From an optimization exercise on the open Yosys and OpenROAD flow, aimed at small area, a short achievable clock period and few clock cycles; shortcuts taken in it are not production practice.
Function was checked by simulation only, so behaviour that the tests miss may differ from the original.
No activity file was given, so power comes from the tool's default toggle rates.

## constraint.sdc

```tcl
create_clock -name core_clock -period 25.0 [get_ports {clk}]
set_input_delay 5.0000 -clock core_clock [delete_from_list [all_inputs] [get_ports {clk}]]
set_output_delay 5.0000 -clock core_clock [all_outputs]
set_load 0.01 [all_outputs]
```

## design.v

```verilog
module mpd_engine (
    input  wire        clk,
    input  wire        rst,           
    input  wire        cmd_valid,
    output wire        cmd_ready,
    input  wire [31:0] cmd_data,
    output reg         gpio_valid,
    input  wire        gpio_ready,
    output wire [31:0] gpio_addr,
    output reg  [31:0] gpio_data,
    output reg         rsp_valid,
    output reg  [3:0]  rsp_err,
    output reg  [31:0] rsp_result,
    output wire [15:0] rsp_bus,
    output reg  [1:0]  rsp_rot,
    output wire [4:0]  rsp_devcnt
);
    localparam [3:0] E_OK      = 4'd0;
    localparam [3:0] E_ILLEGAL = 4'd1;
    localparam [3:0] E_WIDTH   = 4'd2;
    localparam [3:0] E_PIN     = 4'd3;
    localparam [3:0] E_DUP     = 4'd4;
    localparam [3:0] E_CTRL    = 4'd5;
    localparam [3:0] E_ROT     = 4'd7;
    localparam [3:0] E_OOB     = 4'd9;
    localparam [3:0] E_NOTCFG  = 4'd10;
    localparam [3:0] E_DEV     = 4'd12;
    localparam [3:0] E_FULL    = 4'd13;
    localparam [3:0] E_FATAL   = 4'd14;
    localparam [3:0] M_IDLE  = 4'd0;    
    localparam [3:0] M_TX    = 4'd1;    
    localparam [3:0] M_DRAIN = 4'd2;    
    localparam [3:0] M_W1    = 4'd3;    
    localparam [3:0] M_PIN   = 4'd4;    
    localparam [3:0] M_DEV   = 4'd5;    
    localparam [3:0] M_BUILD = 4'd6;    
    localparam [3:0] M_ROT   = 4'd7;    
    localparam [3:0] M_BHDR  = 4'd8;    
    localparam [2:0] Q_CSA = 3'd0;
    localparam [2:0] Q_DCC = 3'd1;
    localparam [2:0] Q_DCD = 3'd2;
    localparam [2:0] Q_WRD = 3'd3;
    localparam [2:0] Q_SET = 3'd4;
    localparam [2:0] Q_CLR = 3'd5;
    localparam [2:0] Q_WRA = 3'd6;
    localparam [2:0] Q_CSD = 3'd7;
    integer i;
    reg         cr;              
    reg         iv;              
    reg  [31:0] w;
    reg  [3:0]  mst;
    reg         pend;            
    reg  [2:0]  sq;
    reg         txc, txd, srcc, dtx;
    reg  [15:0] rem;             
    reg  [1:0]  k;               
    reg  [2:0]  g;               
    reg  [7:0]  sp [0:10];
    reg  [10:0] sv;
    reg  [3:0]  hc;
    reg  [2:0]  spol;            
    reg  [7:0]  ip [0:10];
    reg  [2:0]  ipol;
    reg  [6:0]  gmask;           
    reg  [2:0]  ng;
    reg         bus_ready, bus_fatal, last_valid;
    reg  [7:0]  last_byte;
    reg         bmd, bmc, bpin, bdup;
    reg  [11:0] dp [0:7];
    reg  [2:0]  hd;
    reg  [3:0]  devcnt;
    reg         xfk;             
    reg  [5:0]  res;             
    reg  [2:0]  gg;
    reg         gclr;
    assign cmd_ready  = cr;
    assign gpio_addr  = {4'b0101, 17'd0, gg, 4'd0, 1'b1, gclr, 2'b00};
    assign rsp_bus    = {last_byte, 1'b0, ng, 1'b0, last_valid, bus_fatal, bus_ready};
    assign rsp_devcnt = {1'b0, devcnt};
    wire [3:0] op   = w[31:28];
    wire       act  = (mst == M_IDLE) && iv && !pend;
    wire       free = !gpio_valid || gpio_ready;
    wire tx_legal = (w[25:24] == 2'b00) && (w[27] || (w[23:16] == 8'd0)) &&
                    (w[26] || (w[15:0] == 16'd0));
    wire tx_ok    = tx_legal && !bus_fatal && bus_ready;
    wire start_tx = (mst == M_IDLE) && iv && (op == 4'h3) && tx_ok;
    wire pin_legal = (w[22:8] == 15'd0) && (w[27:24] <= 4'd10) &&
                     !((w[27:24] <= 4'd7) && w[23]);
    wire reg_legal = (w[27:13] == 15'd0);
    wire reg_full  = devcnt[3];
    wire sxf_legal = (w[27:20] == 8'd0) && (w[15:6] == 10'd0) && !w[3];
    wire sxf_devok = !w[19] && ({1'b0, w[18:16]} < devcnt);
    wire keep0 = ((op == 4'h1) && pin_legal) || (op == 4'h4) ||
                 ((op == 4'h9) && reg_legal && !reg_full) ||
                 ((op == 4'hA) && sxf_legal && sxf_devok);
    wire pin_go = (((act && (op == 4'h1) && pin_legal)) || (mst == M_PIN)) &&
                  (hc == w[27:24]);
    wire [2:0] dev_tgt = (op == 4'h9) ? devcnt[2:0] : w[18:16];
    wire dev_go = ((act && (((op == 4'h9) && reg_legal && !reg_full) ||
                            ((op == 4'hA) && sxf_legal && sxf_devok))) ||
                   (mst == M_DEV)) && (hd == dev_tgt);
    reg [11:0] dev_new;
    always @(*) begin
        dev_new = dp[0];
        if (op == 4'h9)
            dev_new = w[11:0];
        else case (w[5:4])
            2'd0: dev_new[2:0]  = w[2:0];
            2'd1: dev_new[5:3]  = w[2:0];
            2'd2: dev_new[8:6]  = w[2:0];
            default: dev_new[11:9] = w[2:0];
        endcase
    end
    wire [2:0] esq  = (mst == M_TX) ? sq : Q_CSA;
    wire       want = start_tx || ((mst == M_TX) && ((sq != Q_WRD) || srcc || iv));
    wire       adv  = free && want;
    reg  [7:0] cbyte;
    always @(*) begin
        case (k)
            2'd0: cbyte = w[7:0];
            2'd1: cbyte = w[15:8];
            2'd2: cbyte = w[23:16];
            default: cbyte = w[31:24];
        endcase
    end
    wire changed = !last_valid || (last_byte != cbyte);
    reg  [6:0] gab;
    reg  [2:0] first_g, next_g;
    always @(*) begin
        for (i = 0; i < 7; i = i + 1)
            gab[i] = gmask[i] && (i > g);
        first_g = 3'd0;
        next_g  = 3'd0;
        for (i = 6; i >= 0; i = i - 1) begin
            if (gmask[i]) first_g = i[2:0];
            if (gab[i])   next_g  = i[2:0];
        end
    end
    wire has_next = |gab;
    reg  [7:0] cpin;
    reg        cpol, cact;
    always @(*) begin
        case (esq)
            Q_CSA:   begin cpin = ip[8];  cpol = ipol[0]; cact = 1'b1; end
            Q_CSD:   begin cpin = ip[8];  cpol = ipol[0]; cact = 1'b0; end
            Q_DCC:   begin cpin = ip[9];  cpol = ipol[1]; cact = 1'b0; end
            Q_DCD:   begin cpin = ip[9];  cpol = ipol[1]; cact = 1'b1; end
            Q_WRA:   begin cpin = ip[10]; cpol = ipol[2]; cact = 1'b1; end
            default: begin cpin = ip[10]; cpol = ipol[2]; cact = 1'b0; end
        endcase
    end
    wire isdata = (esq == Q_SET) || (esq == Q_CLR);
    reg [31:0] dmask;
    always @(*) begin
        dmask = 32'd0;
        for (i = 0; i < 8; i = i + 1)
            if ((ip[i][7:5] == g) && (last_byte[i] ^ (esq == Q_CLR)))
                dmask = dmask | (32'd1 << ip[i][4:0]);
    end
    wire [31:0] n_gd   = isdata ? dmask : (32'd1 << cpin[4:0]);
    wire [2:0]  n_gg   = isdata ? g : cpin[7:5];
    wire        n_gclr = isdata ? (esq == Q_CLR) : (cpol ^ cact);
    reg [1:0] rpair;
    always @(*) begin
        rpair = 2'd0;
        for (i = 0; i < 13; i = i + 1)
            if (rem[3:0] == i[3:0]) rpair = w[2*i +: 2];
    end
    wire [7:0] rt    = {res, 2'b00} + {6'd0, rpair};
    wire [7:0] rstep = (rt >= 8'd135) ? rt - 8'd135 :
                       (rt >= 8'd90)  ? rt - 8'd90  :
                       (rt >= 8'd45)  ? rt - 8'd45  : rt;
    wire [5:0] rinit = w[27] ? (w[26] ? 6'd44 : 6'd43) : {5'd0, w[26]};
    reg  [2:0] xcode;
    always @(*) begin
        if (xfk) begin
            case (rsp_rot)
                2'd0: xcode = dp[0][2:0];
                2'd1: xcode = dp[0][5:3];
                2'd2: xcode = dp[0][8:6];
                default: xcode = dp[0][11:9];
            endcase
        end else begin
            case (rsp_rot)
                2'd0: xcode = 3'b000;
                2'd1: xcode = 3'b110;
                2'd2: xcode = 3'b011;
                default: xcode = 3'b101;
            endcase
        end
    end
    wire        xodd  = xfk && rsp_rot[0];
    wire [15:0] cu    = xodd ? 16'd319 : 16'd479;
    wire [15:0] cv    = xodd ? 16'd479 : 16'd319;
    wire [15:0] xu    = xcode[2] ? w[15:0]  : w[31:16];
    wire [15:0] xv    = xcode[2] ? w[31:16] : w[15:0];
    wire [15:0] xu2   = xcode[1] ? cu - xu : xu;
    wire [15:0] xv2   = xcode[0] ? cv - xv : xv;
    wire        x_ge480 = (w[31:25] != 7'd0) || (w[24] & w[23] & w[22] & w[21]);
    wire        x_ge320 = (w[31:25] != 7'd0) || (w[24] & (w[23] | w[22]));
    wire        y_ge480 = (w[15:9] != 7'd0)  || (w[8] & w[7] & w[6] & w[5]);
    wire        y_ge320 = (w[15:9] != 7'd0)  || (w[8] & (w[7] | w[6]));
    wire        mp_oob  = rsp_rot[0] ? (x_ge320 || y_ge480) : (x_ge480 || y_ge320);
    wire       sc_md  = !sv[0] && !hc[3];
    wire       sc_mc  = !sv[0] && hc[3];
    wire       sc_pin = (sp[0] >= 8'd200);
    wire       sc_dup = (sp[0] == sp[1]) || (sp[0] == sp[2]) || (sp[0] == sp[3]) ||
                        (sp[0] == sp[4]) || (sp[0] == sp[5]);
    wire       f_md   = bmd  || sc_md;
    wire       f_mc   = bmc  || sc_mc;
    wire       f_pin  = bpin || sc_pin;
    wire       f_dup  = bdup || sc_dup;
    wire [3:0] b_err  = f_md ? E_WIDTH : f_mc ? E_CTRL : f_pin ? E_PIN :
                        f_dup ? E_DUP : E_OK;
    wire       sc_new = !hc[3] && (sp[0][7:5] != 3'd7) && !gmask[sp[0][7:5]];
    wire drain_last = ((dtx ? (w[15:3] == 13'd0) : (w[31:3] == 29'd0)) &&
                       !(w[2] && (w[1] || w[0])));
    wire rot_fin = (mst == M_ROT) && (rem[3:0] == 4'd0);
    wire w1_fin  = (mst == M_W1) && iv && (!xfk || (rsp_err != E_OK) || (hd == g));
    wire rel = (act && (op != 4'h3) && !keep0) ||
               (act && (op == 4'h3) && !tx_ok) ||
               (start_tx && adv && !w[27]) ||
               ((mst == M_TX) && adv && (sq == Q_WRD) &&
                (srcc || (k == 2'd3) || (rem == 16'd1))) ||
               pin_go || dev_go || rot_fin || w1_fin ||
               ((mst == M_BHDR) && iv);
    wire n_iv = cr ? ((mst != M_DRAIN) && cmd_valid) : !rel;
    always @(posedge clk) begin
        if (cr && (mst != M_DRAIN))
            w <= cmd_data;
        else if ((mst == M_DRAIN) && cmd_valid)
            w <= {w[31:2] - 30'd1, w[1:0]};
        for (i = 0; i < 10; i = i + 1)
            sp[i] <= sp[i + 1];
        sp[10] <= pin_go ? w[7:0] : sp[0];
        if (act && (op == 4'h1) && pin_legal && w[27])
            spol[w[25:24]] <= w[23];
        for (i = 0; i < 7; i = i + 1)
            dp[i] <= dp[i + 1];
        dp[7] <= dev_go ? dev_new : dp[0];
        if (mst == M_BUILD) begin
            for (i = 0; i < 11; i = i + 1)
                if (hc == i[3:0]) ip[i] <= sp[0];
            if (rem[3:0] == 4'd0)
                ipol <= spol;
        end
        if (free) begin
            gpio_data <= n_gd;
            gg        <= n_gg;
            gclr      <= n_gclr;
        end
        res <= (mst == M_ROT) ? rstep[5:0] : rinit;
    end
    always @(posedge clk) begin
        if (rst) begin
            cr         <= 1'b1;
            iv         <= 1'b0;
            mst        <= M_IDLE;
            pend       <= 1'b0;
            sv         <= 11'd0;
            hc         <= 4'd0;
            hd         <= 3'd0;
            devcnt     <= 4'd0;
            bus_ready  <= 1'b0;
            bus_fatal  <= 1'b0;
            last_valid <= 1'b0;
            last_byte  <= 8'd0;
            ng         <= 3'd0;
            rsp_rot    <= 2'd0;
            rsp_result <= 32'd0;
            rsp_valid  <= 1'b0;
            gpio_valid <= 1'b0;
        end else begin
            cr <= !n_iv;
            iv <= n_iv;
            rsp_valid <= 1'b0;
            sv <= {pin_go || sv[0], sv[10:1]};
            hc <= (hc == 4'd10) ? 4'd0 : hc + 4'd1;
            hd <= hd + 3'd1;
            if (free)
                gpio_valid <= want;
            if (pend && gpio_ready) begin
                rsp_valid <= 1'b1;
                rsp_err   <= E_OK;
                pend      <= 1'b0;
            end
            if (adv) begin
                case (esq)
                    Q_CSA: begin
                        mst  <= M_TX;
                        txc  <= w[27];
                        txd  <= w[26];
                        rem  <= w[15:0];
                        sq   <= w[27] ? Q_DCC : (w[26] ? Q_DCD : Q_CSD);
                    end
                    Q_DCC: begin
                        srcc <= 1'b1;
                        k    <= 2'd2;
                        sq   <= Q_WRD;
                    end
                    Q_DCD: begin
                        srcc <= 1'b0;
                        k    <= 2'd0;
                        sq   <= (rem == 16'd0) ? Q_CSD : Q_WRD;
                    end
                    Q_WRD: begin
                        last_valid <= 1'b1;
                        last_byte  <= cbyte;
                        g          <= first_g;
                        sq         <= changed ? Q_SET : Q_WRA;
                        if (!srcc) begin
                            rem <= rem - 16'd1;
                            k   <= k + 2'd1;
                        end
                    end
                    Q_SET: sq <= Q_CLR;
                    Q_CLR: begin
                        g  <= next_g;
                        sq <= has_next ? Q_SET : Q_WRA;
                    end
                    Q_WRA: begin
                        if (srcc)
                            sq <= txd ? Q_DCD : Q_CSD;
                        else
                            sq <= (rem == 16'd0) ? Q_CSD : Q_WRD;
                    end
                    default: begin  
                        mst  <= M_IDLE;
                        pend <= 1'b1;
                    end
                endcase
            end
            if (act) begin
                case (op)
                    4'h1: begin  
                        if (!pin_legal) begin
                            rsp_valid <= 1'b1; rsp_err <= E_ILLEGAL;
                        end else if (!pin_go)
                            mst <= M_PIN;
                    end
                    4'h2: begin  
                        if (w[27:0] != 28'd0) begin
                            rsp_valid <= 1'b1; rsp_err <= E_ILLEGAL;
                        end else if (bus_fatal) begin
                            rsp_valid <= 1'b1; rsp_err <= E_FATAL;
                        end else begin
                            mst   <= M_BUILD;
                            rem   <= 16'd10;
                            bmd   <= 1'b0;
                            bmc   <= 1'b0;
                            bpin  <= 1'b0;
                            bdup  <= 1'b0;
                            gmask <= 7'd0;
                            ng    <= 3'd0;
                        end
                    end
                    4'h3: begin  
                        if (!tx_ok) begin
                            rsp_err <= !tx_legal ? E_ILLEGAL :
                                       bus_fatal ? E_FATAL : E_NOTCFG;
                            if (w[15:0] == 16'd0)
                                rsp_valid <= 1'b1;
                            else begin
                                mst <= M_DRAIN;
                                dtx <= 1'b1;
                            end
                        end
                    end
                    4'h4: begin  
                        mst <= M_ROT;
                        rem <= 16'd12;
                    end
                    4'h5: begin  
                        rsp_valid <= 1'b1;
                        if (w[27:0] != 28'd0)
                            rsp_err <= E_ILLEGAL;
                        else begin
                            rsp_err    <= E_OK;
                            case (rsp_rot)
                                2'd0: rsp_result <= 32'd0;
                                2'd1: rsp_result <= 32'd90;
                                2'd2: rsp_result <= 32'd180;
                                default: rsp_result <= 32'd270;
                            endcase
                        end
                    end
                    4'h9: begin  
                        if (!reg_legal) begin
                            rsp_valid <= 1'b1; rsp_err <= E_ILLEGAL;
                        end else if (reg_full) begin
                            rsp_valid <= 1'b1; rsp_err <= E_FULL;
                        end else if (!dev_go)
                            mst <= M_DEV;
                    end
                    4'hA: begin  
                        if (!sxf_legal) begin
                            rsp_valid <= 1'b1; rsp_err <= E_ILLEGAL;
                        end else if (!sxf_devok) begin
                            rsp_valid <= 1'b1; rsp_err <= E_DEV;
                        end else if (!dev_go)
                            mst <= M_DEV;
                    end
                    4'hB: begin  
                        mst <= M_W1;
                        xfk <= 1'b1;
                        g   <= w[18:16];
                        rsp_err <= ((w[27:20] != 8'd0) || (w[15:0] != 16'd0)) ? E_ILLEGAL :
                                   (w[19] || ({1'b0, w[18:16]} >= devcnt)) ? E_DEV : E_OK;
                    end
                    4'hC: begin  
                        mst <= M_W1;
                        xfk <= 1'b0;
                        rsp_err <= (w[27:0] != 28'd0) ? E_ILLEGAL : E_OK;
                    end
                    4'h6: begin  
                        mst <= M_W1;
                        xfk <= 1'b0;
                        rsp_err <= E_ILLEGAL;
                    end
                    4'hD: begin  
                        mst <= M_BHDR;
                        rem <= 16'd2;
                    end
                    default: begin
                        rsp_valid <= 1'b1; rsp_err <= E_ILLEGAL;
                    end
                endcase
            end
            if (pin_go) begin
                mst <= M_IDLE;
                rsp_valid <= 1'b1; rsp_err <= E_OK;
            end
            if (dev_go) begin
                mst <= M_IDLE;
                rsp_valid <= 1'b1; rsp_err <= E_OK;
                if (op == 4'h9) begin
                    devcnt     <= devcnt + 4'd1;
                    rsp_result <= {29'd0, devcnt[2:0]};
                end
            end
            case (mst)
                M_BUILD: begin
                    bmd  <= f_md;
                    bmc  <= f_mc;
                    bpin <= f_pin;
                    bdup <= f_dup;
                    if (sc_new) begin
                        gmask[sp[0][7:5]] <= 1'b1;
                        ng <= ng + 3'd1;
                    end
                    rem <= rem - 16'd1;
                    if (rem[3:0] == 4'd0) begin
                        mst        <= M_IDLE;
                        rsp_valid  <= 1'b1;
                        rsp_err    <= b_err;
                        last_valid <= 1'b0;
                        last_byte  <= 8'd0;
                        if (b_err != E_OK) begin
                            bus_ready <= 1'b0;
                            bus_fatal <= 1'b1;
                            ng        <= 3'd0;
                        end else
                            bus_ready <= 1'b1;
                    end
                end
                M_ROT: begin
                    rem <= rem - 16'd1;
                    if (rem[3:0] == 4'd0) begin
                        mst       <= M_IDLE;
                        rsp_valid <= 1'b1;
                        if ((rstep == 8'd0) && !w[0]) begin
                            rsp_err <= E_OK;
                            rsp_rot <= w[2:1];
                        end else
                            rsp_err <= E_ROT;
                    end
                end
                M_W1: begin
                    if (w1_fin) begin
                        mst       <= M_IDLE;
                        rsp_valid <= 1'b1;
                        if (rsp_err == E_OK) begin
                            if (!xfk && mp_oob)
                                rsp_err <= E_OOB;
                            else
                                rsp_result <= {xu2, xv2};
                        end
                    end
                end
                M_BHDR: begin
                    if (iv) begin
                        if (rem[1:0] != 2'd0)
                            rem <= rem - 16'd1;
                        else begin
                            rsp_err <= E_ILLEGAL;
                            if (w == 32'd0) begin
                                mst       <= M_IDLE;
                                rsp_valid <= 1'b1;
                            end else begin
                                mst <= M_DRAIN;
                                dtx <= 1'b0;
                            end
                        end
                    end
                end
                M_DRAIN: begin
                    if (cmd_valid && drain_last) begin
                        mst       <= M_IDLE;
                        rsp_valid <= 1'b1;
                    end
                end
                default: ;
            endcase
        end
    end
endmodule
```

## config.mk

```make
export PLATFORM = sky130hd
export DESIGN_NAME = mpd_engine
export DESIGN_NICKNAME = mpd_engine
export VERILOG_FILES = /design/flow/design.v
export SDC_FILE = /design/flow/constraint.sdc
export NUM_CORES = 4
export LEC_CHECK = 0
export CAP_MARGIN = 20
export CORE_MARGIN = 2
export CORE_UTILIZATION = 40
export SLEW_MARGIN = 20
```

## run.sh

```bash
#!/bin/bash
# synth_recipe.tcl (not shown) runs the flow's synth.tcl, then flattens the netlist and writes it again
# the make line also repeats each setting of config.mk as NAME=value (left out here)
make -C /OpenROAD-flow-scripts/flow DESIGN_CONFIG=/design/flow/config.mk WORK_HOME=/design/flow/orfs CLKGATE_MAP_FILE= SYNTH_SCRIPT=/design/flow/synth_recipe.tcl finish
```

==> results_dict.tcl <==
set metrics [dict create \
    outcome "timing/DRC/antenna clean" \
    postSynthCellCount 2576 \
    coreArea_um2 60360 \
    synth_edf_count 205 \
    synth_flop_cell "dfxtp_1" \
    syn_area_um2 24380 \
    wl_met2_um 45690 \
    synth_xor_area_frac 0.05928 \
    diodes 0 \
    numPortBuffers 130 \
    holdBufCountCts 0 \
    ys_ff_latch 474 \
    cts_setup_buffers 0 \
    io_pins 162 \
    cts_buffers 50 \
    cp.arrival_ps 8420 \
    timing.rr.end "rsp_rot[1]" \
    first_global_vias 20830 \
    antenna_left 0 \
    drv_slew 0 \
    tns_ps 0 \
    peakVddDrop_uv 107.8 \
    final-setup-viol-count 0 \
    grt_usage 0.2920 \
    final_common_cell "dfxtp_1" \
    viasPerCell 6.080 \
    initial_core_util 0.4039 \
    pre_cts_ws_ps 16380 \
    die_w_um 250.9 \
    reg2reg_depth 16 \
    critPathCapture "rem[5]" \
    leakage_nw 9.791 \
    critPathSlowestCell "o21a_1" \
    r2r_slack_ps 19120 \
    yosys-top-cells-area "edfxtp_1 25%, dfxtp_1 22%, nor2_1 3.6%" \
    fin_cells 3474 \
    timing.rr.start "rem[0]" \
    max_freq_mhz 123.8 \
    synth_adder_area_share 0.02833 \
    async_reset_ff_frac 0 \
    cpPeakStageDelay_ps 710 \
    synthToLayoutAreaGrowth_pct 15.12 \
    row_count 90 \
    cts_tree "built" \
    drcViolationCount 0 \
    finalHoldViolCount 0 \
    finalCriticalPeriod_ps 8077 \
    end_kind "flip-flop" \
    netlist.top_cell.by_area "edfxtp_1" \
    path_cells "clkdlybuf4s50_1 -> nand2b_2 -> buf_4 -> o21a_1 -> o21ai_1 -> a21oi_1 -> o22ai_1 -> a211o_1" \
    placedCellCount 3380 \
    hold_path_class "flip-flop to flip-flop" \
    htreeDepth 2 \
    ys_types 93 \
    drt_first_pass_iters 7 \
    skew_ps 40.62 \
    crit_required_ps 25340 \
    dp_hpwl_um 69270 \
    dr.first_iter.drc_count 1811 \
    worstSetupPathDepth 8 \
    clockBufferDepth 3 \
    critPathKind "primary input to flip-flop" \
    critical_path_peak_fanout 40 \
    critical_path_buf_inv_count 2 \
    worst_slack_ps 16920 \
    grt_pass1_wl_um 137500 \
    synth-simple-area-share 0.1793 \
    synth_area_per_cell_um2 9.464 \
    dr_wl_met3_um 5594 \
    critPathLaunch "gpio_ready" \
    holdWs_ps 320.3 \
    clkTransAtPathRegs_ps 60 \
    synth_top_family_by_area "compound AO/OA/AOI/OAI gates" \
    cts_resized 0 \
    design_area_um2 28060 \
    seq_area_frac_synth 0.4734 \
    place.gp.congestion 0.9801 \
    layout_worst_path_cycle_share 0.3231 \
    synth_compound_area_frac 0.1877 \
    vias 21120 \
    die_area_um2 62940 \
    grt_max_degree 67 \
    root_buffer "clkbuf_16" \
    power.density_nw_per_um2 96.47 \
    clock_latency_ps 620 \
    final_cell_mix "269 x dfxtp_1, 233 x nor2_1, 206 x nand2_1" \
    synthMuxAreaShare 0.02340 \
    cts.sinks 474 \
    worstMarginPinSlew_ps 1073 \
    synth_top_area_share 0.2525 \
    startpoint_type "primary input" \
    grt_overflow 0 \
    drive_gt1_frac 0.07281 \
    wl_met1_um 36420 \
    drt_wl_total_um 93660 \
    wl_per_cell_um 26.96 \
    drv_cap 0 \
    final_nets 2740 \
    dpl_cell_area_um2 26350 \
    path_delay_family "compound AO/OA/AOI/OAI gates" \
    max_slew_margin 0.2797 \
    highest_layer "met4" \
    num-fill-cells 5770 \
    antenna_found_initial 0 \
    rsz0062_at_grt "false" \
    die_y_um 250.9 \
    yosysWarnings 4 \
]
-- per-stage QoR --
step / util / total power (W)
2_1_floorplan: - / 0.001577
3_3_place_gp: 0.4365 / 0.001923
3_5_place_dp: 0.4366 / 0.001934
4_1_cts: 0.4649 / 0.002692
5_1_grt: 0.4649 / 0.002825
6_report: 0.4649 / 0.002707
-- kinds of logic after synthesis --
kind of cell | after synthesis
and+or+nand+nor | 880
AOI/OAI and AO/OA | 676
DFF | 474
buffers and inverters | 271
xor gates and xnor gates | 165
adders and majority gates | 54
muxes | 54
other | 2
-- layer usage --
layer | vias up | global-route usage
met5 | - | 0
li1 | 9594 | -
met3 | 303 | 0.04608
met4 | 0 | 0.1694
met1 | 10300 | 0.3444
met2 | 924 | 0.5050
-- worst min-delay path by stage --
stage | slack, ps | cells past startpoint | endpoint | start
floorplan | 310 | 0 | dp[0][0] | dp[1][0]
global placement | 310 | 0 | sp[9][2] | sp[10][2]
detailed placement | 310 | 0 | dp[0][1] | dp[1][1]
CTS | 320 | 0 | sp[8][2] | sp[9][2]
global route | 330 | 0 | dp[1][4] | dp[2][4]
finish | 320 | 0 | dp[2][3] | dp[3][3]
-- registers in the layout, indices dropped and copies added, names as in the netlist, 4 cells and up --
signal	cells
mst	4
last_byte	8
sp	88
res	6
dp	96
w	32
rsp_err	4
ip	88
gmask	7
hc	4
sv	11
rsp_result	32
rem	16
devcnt	4
gpio_data	32
-- layout make-up --
class | count | area (µm²) | area share
inverters | 74 | 277.8 | 0.009898
clock buffers | 73 | 1521 | 0.05422
well taps | 782 | 978.4 | 0.03487
flip-flops and latches | 474 | 11540 | 0.4113
repair buffers | 190 | 1747 | 0.06224
clock inverters | 21 | 188.9 | 0.006732
multi-input cells | 1860 | 11810 | 0.4208
-- power by group --
part	internal (W)	switching, W
clock	0.000429	0.000324
combinational	0.000321	0.000624
sequential	0.000896	0.000113
-- cell usage after synthesis, types with 10 or more instances --
library cell	number
a2111oi_0	15
a211oi_1	24
a21o_1	11
a21oi_1	145
a221o_1	12
a222oi_1	10
a22o_1	11
a22oi_1	43
a31oi_1	26
and2_1	29
and3_1	17
buf_1	17
buf_2	18
buf_4	36
clkbuf_1	126
dfxtp_1	269
edfxtp_1	205
ha_1	52
inv_1	74
mux2_2	12
mux2i_1	39
nand2_1	206
nand2b_1	40
nand3_1	77
nand3b_1	17
nand4_1	22
nor2_1	233
nor2b_1	47
nor3_1	76
nor3b_1	10
nor4_1	34
o211ai_1	12
o21ai_0	101
o21ai_1	13
o221ai_1	24
o22a_1	14
o22ai_1	98
o31ai_1	11
o32ai_1	10
or3_1	16
xnor2_1	99
xor2_1	66
Testbench counts, summed over its fixed seeds: cycles 186,327.

==> re-timing with driven ports <==
How much do the figures lean on ideal ports? The routed layout below was timed once more, with nothing changed but the port constraints. Step 1, drivers: a clkbuf_16 drives clk and a buf_2 each remaining input, both assumed. Step 2, shift: input delay + t, output delay - t, t = (earliest + latest rising clock arrival at the registers) / 2. This alone moves slack from input paths to output paths. Three values: no drivers, after step 1, after step 2; two values: the first two.
t (ns): 0.663
setup WS [ns]: 16.923 / 16.959 / 16.295
worst setup path after step 2: input to register
After both steps setup and hold are still met in this run. For this run, drivers alone change the setup slack by +0.036 ns; drivers and shift together by -0.628 ns.
